Source: an optimization exercise on an open RTL-to-GDS flow (aim: small area, a short achievable clock period and few clock cycles). Production flows keep margins and buffers that such runs may drop. Power figures rest on the tool's default switching activity, not on a simulated workload.

==> exp/cedar <==
// lhb_rx
module lhb_rx #(
    parameter FRAME_CAP = 100            
) (
    input  wire        clk,
    input  wire        rst,              
    input  wire        rx_valid,
    input  wire [7:0]  rx_data,
    output wire        rx_ready,
    output wire        m_valid,
    output wire [7:0]  m_data,
    output wire        m_last,
    output wire        m_empty,          
    input  wire        m_ready,
    output wire        e_valid,
    output wire [3:0]  e_code,
    output wire [7:0]  e_arg,
    output wire [15:0] e_len,
    output wire [3:0]  e_stat,
    input  wire        e_ready
);
clock: 10.0 ns
lec_check: 0
abc_area: 1
cap_margin: 20
core_margin: 2
core_utilization: 70
cts_cluster_diameter: 80
cts_cluster_size: 24
place_density: 0.85
slew_margin: 20
run.sh (not shown) runs the stock make flow with config.mk's settings and CLKGATE_MAP_FILE= SYNTH_SCRIPT=/design/flow/synth_recipe.tcl, a recipe that flattens the netlist after the stock synthesis.
==> inputs of exp/quartz, as changes to exp/cedar <==
--- a/flow/design.v
+++ b/flow/design.v
@@ -48,15 +48,14 @@
     reg [SW-1:0] ostage;                 
     reg [SW-1:0] nstage;                 
     reg [1:0]  rmode;
     reg [6:0]  rblk;                     
     reg [5:0]  wseq, rseq;
     reg [6*BQ_N-1:0] bq;
     reg [BQ_N-1:0]   bq_v;               
-    reg        rz_x, rz_nx;              
     reg        mv_q, ml_q, me_q;
     reg [7:0]  md_q;
     reg        ev_q;
     reg [1:0]  ec_q;
     reg        es_q;
     reg [7:0]  ea_q;
     reg [6:0]  el_q;
@@ -99,99 +98,82 @@
     wire wr_fill = !midframe && slot_free;
     wire wrote   = wr_body || wr_term || wr_fill;
     wire v_push  = wr_term;
     wire v_bad   = w_take && c_bad;
     wire e_raise = w_take && need_err;
     wire [6:0] blk_load = ib_d[7] ? 7'h7F : ib_d[6:0];
     wire at_tap  = live && (ostage == RD_TAP);
-    wire x_zero  = rz_x;
-    wire nx_zero = rz_nx;
+    wire x_zero  = (rd_x == 8'h00);
+    wire nx_zero = (rd_nx == 8'h00);
     wire v_have  = (wseq != rseq);
     wire v_good  = !(bq_v[0] && bq[5:0] == rseq);
     wire r_one   = (rmode == R_SEP) && !x_zero && nx_zero;    
     wire r_need  = r_one || (rmode == R_PEND);                
     wire r_emit  = (r_need && v_good) || (rmode == R_BODY);
     wire r_nx_ok = !((rmode == R_SEP) && !x_zero && (nstage == RD_TAP));   
     wire r_can   = at_tap && (!r_need || v_have) && r_nx_ok;
-    wire out_ok  = !mv_q || m_ready;
-    wire r_take  = r_can && (!r_emit || out_ok);
-    wire v_pop   = r_can && r_need && (!v_good || out_ok);
-    wire bq_pop  = r_can && r_need && !v_good;
+    wire r_take  = r_can && (!r_emit || !mv_q || m_ready);
+    wire v_pop   = r_take && r_need;
+    wire bq_pop  = v_pop && !v_good;
     wire last_one  = (ostage == nstage);           
     wire live_d    = wrote || (live && !(r_take && last_one));
     wire [SW-1:0] ostage_d = (!live || (r_take && last_one)) ? {SW{1'b0}} :
                              r_take ? ostage : inc_stage(ostage);
     wire [SW-1:0] nstage_d = wrote ? {SW{1'b0}} : inc_stage(nstage);
     wire wrapped_d = !n_top && (wrapped || (live && o_top));
     wire [BQ_N-1:0] bq_v_d = bq_pop ? ({1'b0, bq_v[BQ_N-1:1]} | (v_bad ? bq_v : {BQ_N{1'b0}}))
                                     : v_bad ? {bq_v[BQ_N-2:0], 1'b1} : bq_v;
     wire free_c  = !(live && (ostage == RING_LEN-2) && !r_take) && !wrapped_d;
-    wire wrote_c = slot_free && (!midframe || (ib_v && contig && !ev_q && !bq_full));
-    wire cont_c  = wrote_c || n_top;
-    wire ev_c    = (ib_v && need_err) || (ev_q && !e_ready);
+    wire cont_c  = wrote || n_top;
+    wire ev_c    = e_raise || (ev_q && !e_ready);
     wire bq_c    = !bq_full && !(bq_v[BQ_N-2] && ib_v && midframe &&
                                  (ib_z ? !blk_end : (flen == FRAME_CAP)));
     wire rdy_d   = free_c && cont_c && !ev_c && bq_c;
-    wire ev_d    = e_raise || (ev_q && !e_ready);
-    always @(posedge clk) begin
-        ring  <= {ring[8*(RING_LEN-1)-1:0],
-                  wrote ? (wr_body ? ib_d : 8'h00) : ring_last};
-        rz_x  <= (ring[8*(RD_TAP-1)+7 -: 8] == 8'h00);
-        rz_nx <= (ring[8*(RD_TAP-2)+7 -: 8] == 8'h00);
-    end
-    always @(posedge clk) begin
-        ostage <= ostage_d;
-        nstage <= nstage_d;
-        if (w_take && (c_first || c_data))
-            flen <= flen + 1'b1;
-        else if (ws == S_SEEK_START)
-            flen <= 7'd0;
-        if (w_take && (c_first || (c_data && blk_end)))
-            wblk <= blk_load;
-        else if (w_take && c_data)
-            wblk <= wblk - 1'b1;
-        if (r_take && (rmode == R_SEP || rblk == 7'd1))
-            rblk <= rd_x[6:0];
-        else if (r_take)
-            rblk <= rblk - 1'b1;
-    end
+    always @(posedge clk)
+        ring <= {ring[8*(RING_LEN-1)-1:0],
+                 wrote ? (wr_body ? ib_d : 8'h00) : ring_last};
     always @(posedge clk) begin
         if (w_take || !ib_v) begin
             ib_d <= rx_data;
             ib_z <= (rx_data == 8'h00);
         end
         if (bq_pop || v_bad) begin : bq_upd
             integer i;
             for (i = 0; i < BQ_N; i = i + 1)
                 if (v_bad && (bq_pop ? (i == 0 ? bq_v[0] && !bq_v[1] : bq_v[i] && (i == BQ_N-1 || !bq_v[i+1]))
                                      : (i == 0 ? !bq_v[0] : bq_v[i-1] && !bq_v[i])))
                     bq[6*i +: 6] <= wseq;
                 else if (bq_pop)
                     bq[6*i +: 6] <= (i == BQ_N-1) ? 6'd0 : bq[6*(i+1) +: 6];
         end
-        if (out_ok) begin
+        if (r_take && r_emit) begin
             md_q <= (rblk == 7'd1) ? 8'h00 : rd_x;
             ml_q <= nx_zero;
             me_q <= (rmode == R_SEP);
         end
-        if (!ev_q) begin
+        if (e_raise) begin
             ec_q <= c_sync_lost ? E_SYNC_LOST : c_overflow ? E_FRAME_OVERFLOW : E_DECODE_ERROR;
             es_q <= c_dec_err;
             ea_q <= c_dec_err ? 8'h00 : ib_d;
             el_q <= c_sync_lost ? 7'd0 : c_overflow ? FRAME_CAP[6:0] : flen;
         end
     end
     always @(posedge clk) begin
         if (rst) begin
             rdy_q   <= 1'b1;
             ib_v    <= 1'b0;
             ws      <= S_SEEK_START;
+            flen    <= 7'd0;
+            wblk    <= 7'd1;
             live    <= 1'b0;
             wrapped <= 1'b0;
+            ostage  <= {SW{1'b0}};
+            nstage  <= {SW{1'b0}};
             rmode   <= R_SEP;
+            rblk    <= 7'd1;
             wseq    <= 6'd0;
             rseq    <= 6'd0;
             bq_v    <= {BQ_N{1'b0}};
             mv_q    <= 1'b0;
             ev_q    <= 1'b0;
         end else begin
             rdy_q   <= rdy_d;
@@ -199,29 +181,48 @@
             if (w_take) begin
                 case (ws)
                 S_SEEK_START: ws <= ib_z ? S_ACC : S_SEEK_END;
                 S_SEEK_END:   if (ib_z) ws <= S_SEEK_START;
                 default:      if (c_end) ws <= S_SEEK_START;
                               else if (c_overflow) ws <= S_SEEK_END;
                 endcase
+                if (c_first || c_data)
+                    flen <= flen + 1'b1;
+                else if (c_end || c_overflow)
+                    flen <= 7'd0;
+                if (c_first || (c_data && blk_end))
+                    wblk <= blk_load;
+                else if (c_data)
+                    wblk <= wblk - 1'b1;
             end
             live    <= live_d;
             wrapped <= wrapped_d;
+            ostage  <= ostage_d;
+            nstage  <= nstage_d;
             if (r_take) begin
                 case (rmode)
-                R_SEP:   if (!x_zero && !nx_zero) rmode <= R_PEND;
-                R_SKIP:  if (x_zero) rmode <= R_SEP;
-                default: rmode <= (rmode == R_PEND && !v_good) ? R_SKIP :
-                                  nx_zero ? R_SEP : R_BODY;
+                R_SEP: if (!x_zero && !nx_zero) begin
+                    rmode <= R_PEND;
+                    rblk  <= rd_x[6:0];
+                end
+                R_SKIP: if (x_zero) rmode <= R_SEP;
+                default: begin   
+                    if (rmode == R_PEND && !v_good)
+                        rmode <= R_SKIP;
+                    else begin
+                        rmode <= nx_zero ? R_SEP : R_BODY;
+                        rblk  <= (rblk == 7'd1) ? rd_x[6:0] : rblk - 1'b1;
+                    end
+                end
                 endcase
             end
             if (v_push) wseq <= wseq + 1'b1;
             if (v_pop)  rseq <= rseq + 1'b1;
             bq_v <= bq_v_d;
             if (r_take && r_emit)
                 mv_q <= 1'b1;
             else if (m_ready)
                 mv_q <= 1'b0;
-            ev_q <= ev_d;
+            ev_q <= ev_c;
         end
     end
 endmodule
==> flow/config.mk (replaced) <==
export PLATFORM = sky130hd
export DESIGN_NAME = lhb_rx
export DESIGN_NICKNAME = lhb_rx
export VERILOG_FILES = /design/flow/design.v
export SDC_FILE = /design/flow/constraint.sdc
export NUM_CORES = 4
export LEC_CHECK = 0
export CAP_MARGIN = 20
export CORE_MARGIN = 2
export CORE_UTILIZATION = 40
export CTS_BUF_LIST = sky130_fd_sc_hd__clkbuf_4 sky130_fd_sc_hd__clkbuf_8
export CTS_CLUSTER_SIZE = 30
export PLACE_DENSITY = 0.6
export SLEW_MARGIN = 20
==> inputs of exp/fjord, as changes to exp/cedar <==
--- a/flow/design.v
+++ b/flow/design.v
@@ -51,14 +51,16 @@
     reg [6:0]  rblk;                     
     reg [5:0]  wseq, rseq;
     reg [6*BQ_N-1:0] bq;
     reg [BQ_N-1:0]   bq_v;               
     reg        rz_x, rz_nx;              
     reg        mv_q, ml_q, me_q;
     reg [7:0]  md_q;
+    reg        m1_v, m1_l, m1_e;
+    reg [7:0]  m1_d;
     reg        ev_q;
     reg [1:0]  ec_q;
     reg        es_q;
     reg [7:0]  ea_q;
     reg [6:0]  el_q;
     assign rx_ready = rdy_q;
     assign m_valid  = mv_q;
@@ -108,18 +110,22 @@
     wire v_have  = (wseq != rseq);
     wire v_good  = !(bq_v[0] && bq[5:0] == rseq);
     wire r_one   = (rmode == R_SEP) && !x_zero && nx_zero;    
     wire r_need  = r_one || (rmode == R_PEND);                
     wire r_emit  = (r_need && v_good) || (rmode == R_BODY);
     wire r_nx_ok = !((rmode == R_SEP) && !x_zero && (nstage == RD_TAP));   
     wire r_can   = at_tap && (!r_need || v_have) && r_nx_ok;
-    wire out_ok  = !mv_q || m_ready;
-    wire r_take  = r_can && (!r_emit || out_ok);
-    wire v_pop   = r_can && r_need && (!v_good || out_ok);
-    wire bq_pop  = r_can && r_need && !v_good;
+    wire r_take  = r_can && (!r_emit || !m1_v);
+    wire v_pop   = r_take && r_need;
+    wire bq_pop  = v_pop && !v_good;
+    wire m_emit  = r_take && r_emit;
+    wire m_pop   = !mv_q || m_ready;      
+    wire [7:0] n_d = (rblk == 7'd1) ? 8'h00 : rd_x;
+    wire n_l = nx_zero;
+    wire n_e = (rmode == R_SEP);
     wire last_one  = (ostage == nstage);           
     wire live_d    = wrote || (live && !(r_take && last_one));
     wire [SW-1:0] ostage_d = (!live || (r_take && last_one)) ? {SW{1'b0}} :
                              r_take ? ostage : inc_stage(ostage);
     wire [SW-1:0] nstage_d = wrote ? {SW{1'b0}} : inc_stage(nstage);
     wire wrapped_d = !n_top && (wrapped || (live && o_top));
     wire [BQ_N-1:0] bq_v_d = bq_pop ? ({1'b0, bq_v[BQ_N-1:1]} | (v_bad ? bq_v : {BQ_N{1'b0}}))
@@ -164,18 +170,23 @@
             for (i = 0; i < BQ_N; i = i + 1)
                 if (v_bad && (bq_pop ? (i == 0 ? bq_v[0] && !bq_v[1] : bq_v[i] && (i == BQ_N-1 || !bq_v[i+1]))
                                      : (i == 0 ? !bq_v[0] : bq_v[i-1] && !bq_v[i])))
                     bq[6*i +: 6] <= wseq;
                 else if (bq_pop)
                     bq[6*i +: 6] <= (i == BQ_N-1) ? 6'd0 : bq[6*(i+1) +: 6];
         end
-        if (out_ok) begin
-            md_q <= (rblk == 7'd1) ? 8'h00 : rd_x;
-            ml_q <= nx_zero;
-            me_q <= (rmode == R_SEP);
+        if (m_pop) begin
+            md_q <= m1_v ? m1_d : n_d;
+            ml_q <= m1_v ? m1_l : n_l;
+            me_q <= m1_v ? m1_e : n_e;
+        end
+        if (!m1_v) begin
+            m1_d <= n_d;
+            m1_l <= n_l;
+            m1_e <= n_e;
         end
         if (!ev_q) begin
             ec_q <= c_sync_lost ? E_SYNC_LOST : c_overflow ? E_FRAME_OVERFLOW : E_DECODE_ERROR;
             es_q <= c_dec_err;
             ea_q <= c_dec_err ? 8'h00 : ib_d;
             el_q <= c_sync_lost ? 7'd0 : c_overflow ? FRAME_CAP[6:0] : flen;
         end
@@ -188,14 +199,15 @@
             live    <= 1'b0;
             wrapped <= 1'b0;
             rmode   <= R_SEP;
             wseq    <= 6'd0;
             rseq    <= 6'd0;
             bq_v    <= {BQ_N{1'b0}};
             mv_q    <= 1'b0;
+            m1_v    <= 1'b0;
             ev_q    <= 1'b0;
         end else begin
             rdy_q   <= rdy_d;
             ib_v    <= (rx_valid && rdy_q) || (ib_v && !w_take);
             if (w_take) begin
                 case (ws)
                 S_SEEK_START: ws <= ib_z ? S_ACC : S_SEEK_END;
@@ -213,15 +225,16 @@
                 default: rmode <= (rmode == R_PEND && !v_good) ? R_SKIP :
                                   nx_zero ? R_SEP : R_BODY;
                 endcase
             end
             if (v_push) wseq <= wseq + 1'b1;
             if (v_pop)  rseq <= rseq + 1'b1;
             bq_v <= bq_v_d;
-            if (r_take && r_emit)
-                mv_q <= 1'b1;
-            else if (m_ready)
-                mv_q <= 1'b0;
+            if (m_pop) begin
+                mv_q <= m1_v || m_emit;
+                m1_v <= 1'b0;
+            end else if (m_emit)
+                m1_v <= 1'b1;
             ev_q <= ev_d;
         end
     end
 endmodule
==> flow/config.mk (replaced) <==
export PLATFORM = sky130hd
export DESIGN_NAME = lhb_rx
export DESIGN_NICKNAME = lhb_rx
export VERILOG_FILES = /design/flow/design.v
export SDC_FILE = /design/flow/constraint.sdc
export NUM_CORES = 4
export LEC_CHECK = 0
export CAP_MARGIN = 20
export CORE_MARGIN = 2
export CORE_UTILIZATION = 70
export CTS_CLUSTER_DIAMETER = 80
export CTS_CLUSTER_SIZE = 24
export PLACE_DENSITY = 0.85
export SLEW_MARGIN = 20
==> inputs of exp/nickel, as changes to exp/cedar <==
==> flow/config.mk (replaced) <==
export PLATFORM = sky130hd
export DESIGN_NAME = lhb_rx
export DESIGN_NICKNAME = lhb_rx
export VERILOG_FILES = /design/flow/design.v
export SDC_FILE = /design/flow/constraint.sdc
export NUM_CORES = 4
export LEC_CHECK = 0
export CAP_MARGIN = 20
export CORE_MARGIN = 2
export CORE_UTILIZATION = 70
export CTS_CLUSTER_DIAMETER = 80
export CTS_CLUSTER_SIZE = 24
export PLACE_DENSITY = 0.85
export SLEW_MARGIN = 20
==> qor summary <==
metric                                                              exp/quartz                exp/fjord               exp/nickel                exp/cedar
Number of global-route vias before repair                                10300                     9963                     9881                    10500
WL per Instance                                                        12.7 um                  18.0 um                  17.8 um                  17.6 um
Iteration-0 DRC count of the detailed router                               552                      710                      525                      601
Share of power burned in combinational logic                             0.006                    0.010                    0.009                    0.011
Later-pin clock latency in the skew report                             0.74 ns                  0.56 ns                  0.58 ns                  0.58 ns
Final Cycle Share                                                        0.387                    0.379                    0.393                    0.355
Switch share                                                             0.198                    0.195                    0.195                    0.196
Clock H-tree levels                                                          4                        2                        2                        2
Floorplan Core Area                                                55200 sq um              31600 sq um              31500 sq um              31600 sq um
Result of the run                                      complete, no violations  complete, no violations  complete, no violations  complete, no violations
Core occupancy in the finished layout                                    0.478                    0.774                    0.773                    0.775
Proportion of cell area occupied by multi-input gates                    0.116                    0.112                    0.116                    0.110
Area enclosed by the die boundary                                  57900 sq um              33600 sq um              33300 sq um              33600 sq um
Antenna violations before repair                                             1                        1                        2                        1
Static power due to leakage                                          0.0103 uW               0.00956 uW               0.00955 uW               0.00967 uW
Met2 global-route usage                                                  0.147                    0.354                    0.350                    0.380
Final HPWL DP                                                         17200 um                 18700 um                 18800 um                 19100 um
Function was not checked in any run of this note: the RTL went through the layout flow alone.

==> afterwards: timing with drivers on the ports <==
The results above use ideal ports. As a check the final layouts listed here were re-extracted and re-timed, cells and wires unchanged.
Step 1, drivers: a clkbuf_16 drives clk and a buf_2 each remaining input, both assumed.
Step 2 also shifts input and output timing later by t, the mid clock arrival at the registers, as if the neighbouring blocks saw the same clock.
Three values: ideal, step 1, step 2; two values: the first two.
run | t (ns) | setup slack, ns | worst register clock-pin slew, ns | worst slew at a driven data input, ns | pins driven straight from the clock port
exp/cedar | 0.610 | 6.446 / 6.396 / 6.198 | 0.10 / 0.10 | 0.04 | 1
exp/quartz | 0.778 | 6.133 / 6.078 / 5.443 | 0.07 / 0.07 | 0.06 | 1
exp/fjord | 0.605 | 6.213 / 6.213 / 6.213 | 0.10 / 0.10 | 0.05 | 1
exp/nickel | 0.618 | 6.068 / 6.088 / 5.470 | 0.10 / 0.10 | 0.04 | 1
After both steps setup and hold are still met in every run listed. For exp/quartz, which loses most, drivers alone change the setup slack by -0.055 ns; drivers and shift together by -0.690 ns.
